From an optimization exercise on the open Yosys and OpenROAD flow, aimed at small area, a short achievable clock period and few clock cycles; shortcuts taken in it are not production practice.
Function was checked by simulation only, so behaviour that the tests miss may differ from the original.

==> 08-02: inputs <==
==> flow/design.v <==
module st_unit (
    input             clk,
    input             rst,
    input             cmd_valid,
    output reg        cmd_ready,
    input      [1:0]  cmd_op,
    input      [2:0]  cmd_sel,
    input      [31:0] cmd_x,
    input      [31:0] cmd_n,
    input      [47:0] cmd_mean,
    input      [63:0] cmd_m2,
    output reg        rsp_valid,
    output reg [31:0] rsp_n,
    output reg [47:0] rsp_mean,
    output reg [63:0] rsp_m2,
    output     [63:0] rsp_std,
    output reg        rsp_sat
);
    localparam NINST = 7;
    localparam F     = 16;
    localparam DK  = 4;                   
    localparam DNS = (64 + DK - 1) / DK;  
    localparam DW  = DNS * DK;
    localparam NS  = DNS;                 
    localparam PW  = 98;                  
    localparam OP_OBSERVE = 2'd0;
    localparam OP_LOAD    = 2'd1;
    localparam OP_STDDEV  = 2'd2;
    localparam OP_CLEAR   = 2'd3;
    localparam [31:0] SEED_TICKS = 32'd5000;
    localparam S_IDLE  = 4'd0;
    localparam S_SETUP = 4'd1;    
    localparam S_DIV   = 4'd2;    
    localparam S_MFIN  = 4'd4;    
    localparam S_VDIV  = 4'd6;    
    reg [31:0] st_n    [0:NINST-1];
    reg [47:0] st_mean [0:NINST-1];
    reg [63:0] st_m2   [0:NINST-1];
    reg [NINST-1:0] st_rst;
    reg [3:0]  state;
    reg [1:0]  c_op;
    reg [2:0]  c_sel;
    reg [31:0] c_x;          
    reg [47:0] abs_d;        
    reg [63:0] A;            
    reg [31:0] R;            
    reg [31:0] D;            
    reg [40:0] SR;           
    reg [39:0] Q;            
    reg [33:0] D3;           
    reg [PW-1:0] pS, pC;     
    reg [DK-1:0] md_a, md_q; 
    reg [NS-1:0] oh;         
    reg [DK-1:0] nb;         
    reg [4:0]    tl;         
    reg          wb_v;       
    reg [2:0]    wb_sel;
    reg        neg;          
    reg        sat_n;
    assign rsp_std = {24'd0, Q};
    wire accept = cmd_valid & cmd_ready;
    function [NS-1:0] top1;
        input [NS-1:0] nz;
        integer k;
        reg seen;
        begin
            seen = 1'b0;
            for (k = NS - 1; k >= 1; k = k - 1) begin
                top1[k] = nz[k] & ~seen;
                seen    = seen | nz[k];
            end
            top1[0] = ~seen;
        end
    endfunction
    wire        cur_rst  = st_rst[c_sel];
    wire [63:0] m2_new;      
    wire        cur_fwd  = wb_v & (c_sel == wb_sel);
    wire [31:0] cur_n    = cur_rst ? ((c_sel == 3'd0) ? 32'd1 : 32'd0) : st_n[c_sel];
    wire [47:0] cur_mean = cur_rst ? ((c_sel == 3'd0) ? {SEED_TICKS, {F{1'b0}}} : 48'd0) : st_mean[c_sel];
    wire [63:0] cur_m2   = cur_fwd ? m2_new : cur_rst ? 64'd0 : st_m2[c_sel];
    wire is_obs = (c_op == OP_OBSERVE);
    wire [47:0] xf       = {c_x, {F{1'b0}}};
    wire        n_full   = &cur_n;
    wire        n_lt2    = (cur_n[31:1] == 31'd0);
    wire [31:0] n_pm     = cur_n + {{31{~is_obs}}, 1'b1};
    wire [31:0] n_new    = (is_obs & n_full) ? cur_n : n_pm;
    wire [33:0] x3_a     = {1'b0, cur_n, 1'b0};
    wire [33:0] x3_b     = {2'b0, cur_n};
    wire [33:0] x3_c     = is_obs ? (n_full ? 34'd0 : 34'd3) : {{32{1'b1}}, 2'b01};
    wire [33:0] n_x3     = (x3_a ^ x3_b ^ x3_c) +
                           (((x3_a & x3_b) | (x3_a & x3_c) | (x3_b & x3_c)) << 1);
    wire [47:0] ad_p = xf ^ ~cur_mean;
    reg  [47:0] ad_g, ad_pp;
    integer l, j;
    always @* begin
        ad_g  = xf & ~cur_mean;
        ad_pp = ad_p;
        for (l = 0; l < 6; l = l + 1)
            for (j = 0; j < 48; j = j + 1)
                if (((j >> l) & 1) == 1) begin
                    ad_g[j]  = ad_g[j] | (ad_pp[j] & ad_g[((j >> l) << l) - 1]);
                    ad_pp[j] = ad_pp[j] & ad_pp[((j >> l) << l) - 1];
                end
    end
    wire [47:0] ad_c0  = {ad_g[46:0], 1'b0};
    wire [47:0] ad_c1  = {ad_g[46:0] | ad_pp[46:0], 1'b1};
    wire [47:0] ad_s0  = ad_p ^ ad_c0;
    wire [47:0] ad_s1  = ad_p ^ ad_c1;
    wire        d_neg  = ~(ad_g[47] | ad_pp[47]);
    wire [47:0] d_abs  = d_neg ? ~ad_s0 : ad_s1;
    wire [63:0] dvd      = is_obs ? {16'd0, d_abs} : cur_m2;
    wire [DW-1:0] dvd_ext = {{(DW-64){1'b0}}, dvd};
    reg  [NS-1:0] dvd_nz;
    always @* begin
        dvd_nz = {NS{1'b0}};
        for (j = 0; j < DNS; j = j + 1) dvd_nz[j] = |dvd_ext[j*DK +: DK];
    end
    wire [NS-1:0] dv_top = top1(dvd_nz);
    reg  [DK-1:0] dv_tdig;
    always @* begin
        dv_tdig = {DK{1'b0}};
        for (j = 0; j < DNS; j = j + 1) begin
            dv_tdig = dv_tdig | ({DK{dv_top[j]}} & dvd_ext[j*DK +: DK]);
        end
    end
    reg  [NS-1:0] m2_nz;
    always @* begin
        m2_nz = {NS{1'b0}};
        for (j = 0; j < DNS; j = j + 1)
            m2_nz[j] = |({{(DW-64){1'b0}}, cur_m2} >> (j*DK)) & {DK{1'b1}};
    end
    wire [NS-1:0] m2_top = top1(m2_nz);
    reg  [DK-1:0] m2_tdig, m2_nxt;
    always @* begin
        m2_tdig = {DK{1'b0}};
        m2_nxt  = {DK{1'b0}};
        for (j = 0; j < DNS; j = j + 1) begin
            m2_tdig = m2_tdig | ({DK{m2_top[j]}} & (({{(DW-64){1'b0}}, cur_m2} >> (j*DK)) & {DK{1'b1}}));
            if (j > 0)
                m2_nxt = m2_nxt | ({DK{m2_top[j]}} & (({{(DW-64){1'b0}}, cur_m2} >> ((j-1)*DK)) & {DK{1'b1}}));
        end
    end
    wire sk = ~is_obs & ~m2_top[0] &
              ((cur_n[31:5] != 27'd0) | ({1'b0, m2_tdig} + 5'd2 <= cur_n[4:0]));
    wire [DW-1:0] A_ext = {{(DW-64){1'b0}}, A};
    wire [DK-1:0] dv_bits = nb;
    reg  [31:0]   dv_r;
    reg  [DK-1:0] dv_q;
    reg  [33:0]   dv_rs;
    reg  [34:0]   dv_t1, dv_t2, dv_t3;
    reg           dv_g1, dv_g2, dv_g3;
    integer t;
    always @* begin
        dv_r = R[31:0];
        for (t = DK/2 - 1; t >= 0; t = t - 1) begin
            dv_rs = {dv_r, dv_bits[2*t+1 -: 2]};
            dv_t1 = {1'b0, dv_rs} - {3'b0, D[31:0]};
            dv_t2 = {1'b0, dv_rs} - {2'b0, D[31:0], 1'b0};
            dv_t3 = {1'b0, dv_rs} - {1'b0, D3};
            dv_g3 = ~dv_t3[34];
            dv_g2 = ~dv_t2[34];
            dv_g1 = ~dv_t1[34];
            dv_q[2*t+1 -: 2] = {dv_g2, dv_g3 | (dv_g1 & ~dv_g2)};
            dv_r = ({32{dv_g3}}           & dv_t3[31:0]) |
                   ({32{dv_g2 & ~dv_g3}}  & dv_t2[31:0]) |
                   ({32{dv_g1 & ~dv_g2}}  & dv_t1[31:0]) |
                   ({32{~dv_g1}}          & dv_rs[31:0]);
        end
    end
    reg [DW-1:0] A_qw;
    always @* begin
        for (j = 0; j < DNS; j = j + 1)
            A_qw[j*DK +: DK] = oh[j] ? dv_q : A_ext[j*DK +: DK];
    end
    wire [DK:0]   md_d = {1'b0, md_a} + {1'b0, ~md_q} + {{DK{1'b0}}, state == S_MFIN};
    reg  [PW-1:0] cs_s, cs_c, row;
    always @* begin
        cs_s = pS << DK;
        cs_c = pC << DK;
        for (t = 0; t <= DK; t = t + 1) begin
            row  = {PW{md_d[t]}} & ({{(PW-48){1'b0}}, abs_d} << t);
            {cs_s, cs_c} = {cs_s ^ cs_c ^ row,
                            ((cs_s & cs_c) | (cs_s & row) | (cs_c & row)) << 1};
        end
    end
    wire [47:0] quot     = A[47:0];
    wire [47:0] mean_new = cur_mean + (quot ^ {48{neg}}) + {47'd0, neg};
    wire [PW-1:0] m2_row = {{(PW-64-F){1'b0}}, {64{state == S_MFIN}} & cur_m2, {F{1'b0}}};
    wire [PW-1:0] mf_s   = cs_s ^ cs_c ^ m2_row;
    wire [PW-1:0] mf_c   = ((cs_s & cs_c) | (cs_s & m2_row) | (cs_c & m2_row)) << 1;
    wire [PW-1:0] m2_sum = pS + pC;
    wire        m2_ovf   = |m2_sum[PW-1:64+F];
    assign      m2_new   = m2_ovf ? 64'hFFFF_FFFF_FFFF_FFFF : m2_sum[63+F:F];
    wire        tl_busy = |tl;
    wire [3:0]  sq_bits = (tl_busy & ~tl[4]) ? 4'd0 : md_q;
    reg  [40:0] sq_r;
    reg  [39:0] sq_q;
    reg  [42:0] sq_rs;
    reg  [42:0] sq_tr;
    reg  [43:0] sq_df;
    always @* begin
        sq_r = SR;
        sq_q = Q;
        for (t = 1; t >= 0; t = t - 1) begin
            sq_rs = {sq_r, sq_bits[2*t+1 -: 2]};
            sq_tr = {1'b0, sq_q, 2'b01};
            sq_df = {1'b0, sq_rs} - {1'b0, sq_tr};
            sq_q  = {sq_q[38:0], ~sq_df[43]};
            sq_r  = sq_df[43] ? sq_rs[40:0] : sq_df[40:0];
        end
    end
    reg [31:0] n_aft;
    reg [47:0] mean_aft;
    reg [63:0] m2_aft;
    always @* begin
        case (c_op)
        OP_LOAD:    begin n_aft = c_x;      mean_aft = abs_d;    m2_aft = A;      end
        OP_CLEAR:   begin n_aft = 32'd0;    mean_aft = 48'd0;    m2_aft = 64'd0;  end
        default:    begin n_aft = cur_n;    mean_aft = cur_mean; m2_aft = cur_m2; end
        endcase
        if (state == S_MFIN) begin
            n_aft = D; mean_aft = mean_new;
        end
        if (wb_v) m2_aft = m2_new;
    end
    wire k_ok = |dvd_nz[NS-1:3];
    wire setup_wait = (tl_busy & (~is_obs | ~k_ok)) |
                      (wb_v & (c_op[0] | ((c_op == OP_STDDEV) & n_lt2)));
    wire v_end = (state == S_VDIV) & oh[0];
    wire last  = (state == S_MFIN) | ((state == S_SETUP) & c_op[0] & ~setup_wait) | v_end;
    wire st_we = (state == S_MFIN) | ((state == S_SETUP) & c_op[0] & ~setup_wait);
    wire [2:0] st_a = wb_v ? wb_sel : c_sel;
    wire [4:0] tl_nx = v_end ? 5'b10000 : (tl >> 1);
    wire rsp_ld = wb_v | v_end |
                  ((state == S_SETUP) & ~setup_wait & (c_op[0] | ((c_op == OP_STDDEV) & n_lt2)));
    wire rsp_ld_nm = (state == S_MFIN) | (rsp_ld & ~wb_v);
    reg [3:0]    ns;
    reg [NS-1:0] noh;
    always @* begin
        ns  = state;
        noh = oh >> 1;
        case (state)
        S_IDLE: ;
        S_SETUP: begin
            noh = sk ? (m2_top >> 1) : dv_top;
            if (!setup_wait)
                case (c_op)
                OP_OBSERVE: ns = S_DIV;
                OP_STDDEV:  ns = n_lt2 ? S_IDLE : S_VDIV;
                default:    ns = S_IDLE;
                endcase
        end
        S_DIV:   if (oh[0]) ns = S_MFIN;
        S_MFIN:  ns = S_IDLE;
        S_VDIV:  if (oh[0]) ns = S_IDLE;
        default: ns = S_IDLE;
        endcase
        if (accept) ns = S_SETUP;
    end
    reg  [DK-1:0] nb_dv;
    always @* begin
        nb_dv = {DK{1'b0}};
        for (j = 0; j < DNS; j = j + 1)
            nb_dv = nb_dv | ({DK{noh[j]}} & A_ext[j*DK +: DK]);
    end
    wire [DK-1:0] nb_nx = (state == S_SETUP) ? (sk ? m2_nxt : dv_tdig) : nb_dv;
    wire [1:0] op_nx = accept ? cmd_op : c_op;
    wire ready_nx = (ns == S_IDLE) | (ns == S_MFIN) |
                    ((ns == S_SETUP) & op_nx[0] & (tl_nx == 5'd0) & (state != S_MFIN)) |
                    ((ns == S_VDIV) & noh[0]);
    always @(posedge clk) begin
        if (rst) begin
            state     <= S_IDLE;
            cmd_ready <= 1'b1;
            rsp_valid <= 1'b0;
            tl        <= 5'd0;
            wb_v      <= 1'b0;
            st_rst    <= {NINST{1'b1}};
        end else begin
            state     <= ns;
            cmd_ready <= ready_nx;
            rsp_valid <= (rsp_ld & ~v_end) | tl[0];
            tl        <= tl_nx;
            wb_v      <= (state == S_MFIN);
            if (st_we) st_rst[c_sel] <= 1'b0;
        end
        oh <= noh;
        if (state == S_MFIN) begin
            wb_sel  <= c_sel;
        end
        nb <= nb_nx;
        if (st_we) begin
            st_n[c_sel]    <= n_aft;
            st_mean[c_sel] <= mean_aft;
        end
        if (st_we | wb_v)
            st_m2[st_a]    <= m2_aft;
        if (rsp_ld_nm) begin
            rsp_n    <= n_aft;
            rsp_mean <= mean_aft;
        end
        if (rsp_ld) begin
            rsp_m2   <= m2_aft;
            rsp_sat  <= wb_v & (sat_n | m2_ovf);
        end
        case (state)
        S_SETUP: begin
            if (is_obs) begin
                abs_d <= d_abs;
                neg   <= d_neg;
                sat_n <= n_full;
            end
            if (!c_op[0]) A <= dvd;    
            D <= n_new;
            D3 <= n_x3;
        end
        S_DIV, S_VDIV: begin
            A <= A_qw[63:0];
        end
        default: ;
        endcase
        if ((state == S_SETUP) & ~tl_busy) begin
            SR   <= 41'd0;
            Q    <= 40'd0;
        end else begin
            SR   <= sq_r;
            Q    <= sq_q;
        end
        if (state == S_SETUP) begin
            R    <= sk ? {{(32-DK){1'b0}}, m2_tdig} : 32'd0;
            pS   <= ~{{(PW-48){1'b0}}, d_abs};
            pC   <= {{(PW-1){1'b0}}, 1'b1};
            md_a <= {DK{1'b0}};
            md_q <= {DK{1'b0}};
        end else begin
            R    <= dv_r;
            pS   <= mf_s;
            pC   <= mf_c;
            md_a <= dv_bits;
            md_q <= dv_q;
        end
        if (accept) begin
            c_op  <= cmd_op;
            c_sel <= cmd_sel;
            c_x   <= (cmd_op == OP_LOAD) ? cmd_n : cmd_x;
            abs_d <= cmd_mean;
            A     <= cmd_m2;
        end
    end
endmodule
==> flow/run.sh <==
#!/bin/bash
# synth_recipe.tcl (not shown) runs the flow's synth.tcl, then flattens the netlist and writes it again
# the make line also repeats each setting of config.mk as NAME=value (left out here)
make -C /OpenROAD-flow-scripts/flow DESIGN_CONFIG=/design/flow/config.mk WORK_HOME=/design/flow/orfs CLKGATE_MAP_FILE= SYNTH_SCRIPT=/design/flow/synth_recipe.tcl finish
==> flow/config.mk <==
export PLATFORM = sky130hd
export DESIGN_NAME = st_unit
export DESIGN_NICKNAME = st_unit
export VERILOG_FILES = /design/flow/design.v
export SDC_FILE = /design/flow/constraint.sdc
export NUM_CORES = 4
export LEC_CHECK = 0
export ABC_CLOCK_PERIOD_IN_PS = 5500
export CAP_MARGIN = 20
export CORE_MARGIN = 2
export CORE_UTILIZATION = 58
export SETUP_SLACK_MARGIN = 4
export SLEW_MARGIN = 20
==> flow/constraint.sdc <==
create_clock -name core_clock -period 11.0 [get_ports {clk}]
set_input_delay 2.2000 -clock core_clock [delete_from_list [all_inputs] [get_ports {clk}]]
set_output_delay 2.2000 -clock core_clock [all_outputs]
set_load 0.01 [all_outputs]
==> inputs of 03-15, as changes to 08-02 <==
--- a/flow/design.v
+++ b/flow/design.v
@@ -148,7 +148,6 @@
     reg  [DK-1:0] dv_q;
     reg  [33:0]   dv_rs;
     reg  [34:0]   dv_t1, dv_t2, dv_t3;
-    reg           dv_g1, dv_g2, dv_g3;
     integer t;
     always @* begin
         dv_r = R[31:0];
@@ -157,14 +156,15 @@
             dv_t1 = {1'b0, dv_rs} - {3'b0, D[31:0]};
             dv_t2 = {1'b0, dv_rs} - {2'b0, D[31:0], 1'b0};
             dv_t3 = {1'b0, dv_rs} - {1'b0, D3};
-            dv_g3 = ~dv_t3[34];
-            dv_g2 = ~dv_t2[34];
-            dv_g1 = ~dv_t1[34];
-            dv_q[2*t+1 -: 2] = {dv_g2, dv_g3 | (dv_g1 & ~dv_g2)};
-            dv_r = ({32{dv_g3}}           & dv_t3[31:0]) |
-                   ({32{dv_g2 & ~dv_g3}}  & dv_t2[31:0]) |
-                   ({32{dv_g1 & ~dv_g2}}  & dv_t1[31:0]) |
-                   ({32{~dv_g1}}          & dv_rs[31:0]);
+            if (!dv_t3[34]) begin
+                dv_q[2*t+1 -: 2] = 2'd3; dv_r = dv_t3[31:0];
+            end else if (!dv_t2[34]) begin
+                dv_q[2*t+1 -: 2] = 2'd2; dv_r = dv_t2[31:0];
+            end else if (!dv_t1[34]) begin
+                dv_q[2*t+1 -: 2] = 2'd1; dv_r = dv_t1[31:0];
+            end else begin
+                dv_q[2*t+1 -: 2] = 2'd0; dv_r = dv_rs[31:0];
+            end
         end
     end
     reg [DW-1:0] A_qw;
- CORE_UTILIZATION: 58 -> 65
==> comparison table <==
Number of instances in the synthesized netlist: 03-15 10668; 08-02 10629
Distinct cell type count after synthesis: 03-15 123; 08-02 112
Synthesized area per cell: 03-15 10.5 um^2; 08-02 10.6 um^2
Height of the die: 03-15 419 um; 08-02 444 um
Die Span X: 03-15 419 um; 08-02 444 um
Result of the run: 03-15 aborted with a tool error; 08-02 timing/DRC/antenna clean
Stage where the flow stopped: 03-15 global routing (5_1_grt); 08-02 -
Synthesized-area fraction occupied by xor and xnor cells: 03-15 0.0358; 08-02 0.0380
Portion of the post-synthesis area used by sequential elements: 03-15 0.432; 08-02 0.430
Number of clock buffers inserted by TritonCTS: 03-15 178; 08-02 182
DP HPWL: 03-15 333 mm; 08-02 344 mm
Summed instance area of the synthesized netlist: 03-15 112000 um^2; 08-02 112000 um^2
Area share of the leading cell type in the synthesized netlist: 03-15 0.368; 08-02 0.367
Row count: 03-15 152; 08-02 161
Simple-gate portion of the synthesized area: 03-15 0.122; 08-02 0.124
Number of gates resized after CTS: 03-15 447; 08-02 538
Testbench counts of 08-02, summed over its fixed seeds: cycles 25,971.
Testbench counts of 03-15, summed over its fixed seeds: cycles 25,971.

==> afterwards: timing with drivers on the ports <==
Ports are ideal in the flow. The routed layout listed here was re-timed in OpenROAD.
Step 1 sets driving cells, clkbuf_16 on the clock port and buf_2 on the other inputs (assumed; they add their load-dependent delay and slew).
Step 2 times the ports against the registers' clock, not the clock port: input delays grow and output delays shrink by t, the midpoint of the rising clock arrivals with the driver on.
a / b / c = ideal ports / drivers / drivers and shift; a / b = the first two.
run: 08-02
shift t [ns]: 0.974
setup slack, ns: 2.145 / 2.145 / 2.145
hold slack, ns: 0.484 / 0.484 / 0.484
latest minus earliest clock arrival (ns): 0.146 / 0.146
worst slew at a driven data input, ns: 0.12
After both steps 08-02 still meets setup and hold. For 08-02, drivers alone change the setup slack by 0.000 ns; drivers and shift together by 0.000 ns.
